Background: an optimization exercise with open tools, aiming at small area, a short achievable clock period and few clock cycles per item. Do not read the settings as production practice. Only simulation tests tie the RTL to the original design; equivalence was not proved. No activity file was given, so power comes from the tool's default toggle rates.

## run a
// spsws_cal
module spsws_cal (
    input  wire        clk,
    input  wire        rst,           
    input  wire        start,         
    output wire        ready,
    input  wire [31:0] f0_eff,        
    input  wire [31:0] fh_eff,        
    input  wire [31:0] fl_eff,        
    input  wire [31:0] symbol_us,     
    input  wire [31:0] ramp_us,       
    input  wire [7:0]  pwr_min,       
    input  wire [7:0]  pwr_max,       
    output reg         done,          
    output reg  [2:0]  fail_check,    
    output wire [31:0] shift_dur,
    output wire [31:0] idle,
    output wire [31:0] t1,
    output wire [31:0] t2,
    output wire [31:0] t3,
    output wire [31:0] t4,
    output wire [31:0] period,
    output wire [31:0] edge_step,
    output wire [31:0] bit_step
);
For scale: roughly 7500 cells after synthesis, about 620 flip-flops, ~63000 sq um of cells after synthesis.
export LEC_CHECK = 0
export CAP_MARGIN = 20
export CORE_MARGIN = 2
export CORE_UTILIZATION = 40
export SLEW_MARGIN = 20
create_clock -name core_clock -period 10.0 [get_ports {clk}]
run.sh (not shown) runs the stock make flow with config.mk's settings and CLKGATE_MAP_FILE= SYNTH_SCRIPT=/design/flow/synth_recipe.tcl, a recipe that flattens the netlist after the stock synthesis.
The final layout from run a, which completed every stage, passed the timing, design-rule and antenna checks at the end of the flow.
Testbench counts of run a, summed over its fixed seeds: cycles 11,982, items 2,400.
Relative to run a, the following input files were edited for run b:
- SETUP_SLACK_MARGIN newly set to 4
Run b was carried through to the last stage, and its layout satisfied the timing, design-rule and antenna checks.
Relative to run a, worst stage delay on the critical path has decreased by 0.19 ns in run b.
Summary — post-CTS setup buffer count, run b relative to run a: higher, by 139.
Per the comparison of run b with run a, part of the cycle the worst path needs has decreased; via count now sits higher; total half-perimeter wirelength after legalization and detailed placement +1.0%.
Run b vs run a, layout clock buffer count went down by about 8%.
From run a to run b, worst hold path depth did not move at all.

red:
spsws_cal, a different RTL version from the one above (not shown whole).
For scale: ~570 flip-flops, ~470 I/O pins, about 56,000 µm² of cells after synthesis.
make LEC_CHECK=0 CAP_MARGIN=20 CORE_MARGIN=2 CORE_UTILIZATION=60 CTS_BUF_LIST='sky130_fd_sc_hd__clkbuf_2 sky130_fd_sc_hd__clkbuf_4' SETUP_SLACK_MARGIN=3.5 SLEW_MARGIN=20 finish   # period 10.0 ns
Testbench counts of red, summed over its fixed seeds: cycles 11,982, items 2,400.
Here is what was changed in the inputs of blue compared with red.
Settings: CTS_BUF_LIST removed (was sky130_fd_sc_hd__clkbuf_2 sky130_fd_sc_hd__clkbuf_4); CORE_UTILIZATION changed from 60 to 70.
## What came out
- red -> blue: flop and latch count out of synthesis delta 0, exact match
- For red, the cell type of the slowest stage on the worst timing path was o311a_4, unlike blue, where it was edfxtp_1.
- red has lower critical path required time than blue.
- Going from red to blue, area added between synthesis and finish fell by 2.5 points, clock period minus final worst setup slack rose by 0.12 ns, via count up 3.4%, die area saw a decrease.
#### Input delta (green over blue)
Settings: SETUP_SLACK_MARGIN changed from 3.5 to 3; CORE_UTILIZATION changed from 70 to 40.
--- outcome ---
Every stage of the flow completed for green, and the final layout passed the timing, design-rule and antenna checks. green ends up with lower non-clock buffer total of the final layout than blue does. green: final cell count 778 above blue. Clock buffer instance count of the final layout for green is higher than for blue. green has proportion of total power due to net switching below what blue had. green vs blue — count of antenna diodes in the layout dropped 6. Part of the power in the clock network for green is higher than for blue. Compared with blue, green has less setup slack.
The following lists how orange was set up differently from green:
Settings: CTS_BUF_LIST: unset -> sky130_fd_sc_hd__clkbuf_4 sky130_fd_sc_hd__clkbuf_8; SETUP_SLACK_MARGIN: 3 -> 3.5; CORE_UTILIZATION: 40 -> 60.
==> comparison <==
- Between orange and green, the global-route usage is higher for orange.
- Of the two values seen for standard cell with the maximum stage delay on the critical path, dfxtp_1 was produced by green and clkdlybuf4s50_1 by orange.
- orange finished every step from synthesis to the final layout, and the layout passed the timing, design-rule and antenna checks.
- [orange vs green] combinational-cell power consumption: higher in orange
- [compare] base=green new=orange: clock-buffer cell count went up about 33%, critical path depth went down 8.

Starting RTL as in the previous note.
Settings: LEC_CHECK=0, CAP_MARGIN=5, CORE_MARGIN=2, CORE_UTILIZATION=40, SETUP_SLACK_MARGIN=3, SLEW_MARGIN=5; clock period 10.0 ns.
Testbench counts at the start, summed over its fixed seeds: cycles 11,982, items 2,400.
Change:
Settings changed: CAP_MARGIN 5 to 20, CORE_UTILIZATION 40 to 60, SETUP_SLACK_MARGIN 3 to 3.5, SLEW_MARGIN 5 to 20.
After rerunning: The changed run passed the timing, design-rule and antenna checks. Design area came out higher slightly. Sequential share of layout area came out lower by 0.24 points. Worst setup slack gets better by 0.36 ns. Routed wire length came out lower slightly. Fmax came out higher by a few percent. Via count came out higher by a few percent. Hold slack hardly moves. Sequential power hardly moves. Total power came out higher by a few percent. Clock-buffer cell count came out lower by 15. Register-to-register slack gets better by 0.36 ns.
Change:
Settings changed: SETUP_SLACK_MARGIN 3.5 to 4.
Effect:
- power came out higher by a few percent
- final cell count came out higher slightly
- non-clock buffer count came out higher by 132
- fmax came out lower slightly
- routed wire length came out higher by roughly a tenth
- utilization came out higher by 4.4 points
- global-route usage came out higher by 4.7 points
Change:
Settings changed: CTS_BUF_LIST set to sky130_fd_sc_hd__clkbuf_4 sky130_fd_sc_hd__clkbuf_8, SETUP_SLACK_MARGIN 4 to 3.75.
After rerunning: The new run completed without violations; first-iteration DRC count fell by 21%; clock-buffer cell count goes up by 35; wire length goes down by 8.7%; power is lower by 4.3%; clock power came out lower by about 7%; hold slack is worse by 0.014 ns; setup slack is better by 0.22 ns; sequential share of layout area increases by 1.0 points; cell count is lower by 0.47%; register-to-register slack is better by 0.22 ns.

Another version of the RTL of spsws_cal (not shown whole).
Size: roughly 7200 cells after synthesis, roughly 580 flip-flops, roughly 470 I/O pins, roughly 61000 um2 of cells after synthesis.
// spsws_cal
module spsws_cal (
    input  wire        clk,
    input  wire        rst,           
    input  wire        start,         
    output wire        ready,
    input  wire [31:0] f0_eff,        
    input  wire [31:0] fh_eff,        
    input  wire [31:0] fl_eff,        
    input  wire [31:0] symbol_us,     
    input  wire [31:0] ramp_us,       
    input  wire [7:0]  pwr_min,       
    input  wire [7:0]  pwr_max,       
    output reg         done,          
    output reg  [2:0]  fail_check,    
    output wire [31:0] shift_dur,
    output wire [31:0] idle,
    output wire [31:0] t1,
    output wire [31:0] t2,
    output wire [31:0] t3,
    output wire [31:0] t4,
    output wire [31:0] period,
    output wire [31:0] edge_step,
    output wire [31:0] bit_step
);
clock: 10.0 ns
lec_check: 0
cap_margin: 20
core_margin: 2
core_utilization: 40
setup_slack_margin: 3.5
slew_margin: 20
The baseline completed with no timing, DRC or antenna violations.
Testbench counts at the start, summed over its fixed seeds: cycles 11,982, items 2,400.
==> next run, changes <==
- SETUP_SLACK_MARGIN: 3.5 -> 3
What happened:
- The changed run completed without violations
- core utilization shrinks by 1.3 points
- worst setup slack is worse by 0.34 ns
- sequential share of layout area grows by 0.54 points
- register-to-register slack is worse by 0.34 ns
- wire length shrinks by 1.6%
- power shrinks by about 3.2%

Setup of maple:
spsws_cal, a different RTL version from the one above (not shown whole).
For scale: ~650 flip-flops, roughly 470 I/O pins, roughly 0.065 mm^2 of cells after synthesis.
## spsws_cal
module spsws_cal (
    input  wire        clk,
    input  wire        rst,           
    input  wire        start,         
    output wire        ready,
    input  wire [31:0] f0_eff,        
    input  wire [31:0] fh_eff,        
    input  wire [31:0] fl_eff,        
    input  wire [31:0] symbol_us,     
    input  wire [31:0] ramp_us,       
    input  wire [7:0]  pwr_min,       
    input  wire [7:0]  pwr_max,       
    output reg         done,          
    output reg  [2:0]  fail_check,    
    output wire [31:0] shift_dur,
    output wire [31:0] idle,
    output wire [31:0] t1,
    output wire [31:0] t2,
    output wire [31:0] t3,
    output wire [31:0] t4,
    output wire [31:0] period,
    output wire [31:0] edge_step,
    output wire [31:0] bit_step
);
    localparam [18:0] DWELL_NUM = 19'd500000;
    localparam [1:0] S_IDLE = 2'd0,
                     S_DIV  = 2'd1,
                     S_POST = 2'd2;
    reg [1:0] state;
    wire st_idle = (state == S_IDLE);
    wire st_div  = (state == S_DIV);
    wire st_post = (state == S_POST);
    assign ready = st_idle;
    reg [18:0] o_sd;
    reg [31:0] o_t1, o_t2, o_t3, o_t4, o_per, o_es, o_bs;
    assign shift_dur = {13'd0, o_sd};
    assign idle      = o_t1;
    assign t1        = o_t1;
    assign t2        = o_t2;
    assign t3        = o_t3;
    assign t4        = o_t4;
    assign period    = o_per;
    assign edge_step = o_es;
    assign bit_step  = o_bs;
    function [2:0] dw_cycles(input [18:0] d);
        begin
            if      (d[18:15] != 4'd0) dw_cycles = 3'd1;
            else if (d[14:11] != 4'd0) dw_cycles = 3'd2;
            else if (d[10:7]  != 4'd0) dw_cycles = 3'd3;
  ...
make LEC_CHECK=0 CAP_MARGIN=20 CORE_MARGIN=2 CORE_UTILIZATION=40 SETUP_SLACK_MARGIN=4.5 SLEW_MARGIN=20 finish   # period 10.0 ns
Testbench counts of maple, summed over its fixed seeds: cycles 11,982, items 2,400.
Input changes introduced in raven (baseline for comparison: maple):
Settings: SETUP_SLACK_MARGIN: 4.5 -> 3.
[summary]
Via count for raven: 3674 down relative to maple. Slack of the critical path was higher in the run labelled maple. raven against maple: final cell count without fillers decreased by 467 relative to the old numbers, post-route total power shrank by 16%, transition time of the tightest slew-check pin down 0.018 ns, met2 usage dropped 3.7 points. Re logic gate share of total power: raven and maple aren't equal, and the higher value belongs to maple. Global routing met1 resource utilization, raven and maple, higher one = maple. Re flip-flop and latch count: no difference whatsoever between raven and maple. Across both runs, cell area was lower for raven than for maple. As far as cell count after placement is concerned, raven and maple perform about the same.

==> port drivers added, routing unchanged <==
In the flow no input, the clock included, has a driving cell. The finished layouts below were timed again as built, in two steps. Step 1 sets driving cells, clkbuf_16 on the clock port and buf_2 on the other inputs (assumed; they add their load-dependent delay and slew). Step 2 adds t to the input delays and takes it off the output delays; t is the mean of the earliest and latest rising clock arrival at the registers after step 1. Input paths then give back, and output paths get back, about the clock's delay inside the block. Slacks: ideal / step 1 / step 2; pairs: ideal / step 1.
| run | shift t [ns] | setup WS [ns] | cell pins on the clock port's net |
|---|---|---|---|
| run a | 0.769 | 1.228 / 1.228 / 1.228 | 1 |
| run b | 0.776 | 3.067 / 3.067 / 3.067 | 1 |
| red | 1.171 | 3.563 / 3.492 / 2.630 | 1 |
| blue | 0.726 | 3.443 / 3.443 / 2.932 | 1 |
| green | 0.738 | 3.226 / 3.223 / 2.782 | 1 |
| orange | 0.883 | 3.649 / 3.577 / 2.926 | 1 |
| the first run of note 3 | 0.738 | 3.226 / 3.223 / 2.782 | 1 |
| the second run of note 3 | 0.740 | 3.582 / 3.575 / 2.990 | 1 |
| the third run of note 3 | 0.735 | 3.552 / 3.552 / 3.447 | 1 |
| the fourth run of note 3 | 0.889 | 3.769 / 3.756 / 3.093 | 1 |
| the first run of note 4 | 0.734 | 3.594 / 3.594 / 3.010 | 1 |
| the second run of note 4 | 0.766 | 3.254 / 3.181 / 2.581 | 1 |
| maple | 0.775 | 3.635 / 3.635 / 3.635 | 1 |
| raven | 0.754 | 3.285 / 3.285 / 2.627 | 1 |
After both steps setup and hold are still met in every run listed. For red, which loses most, drivers alone change the setup slack by -0.071 ns; drivers and shift together by -0.933 ns.
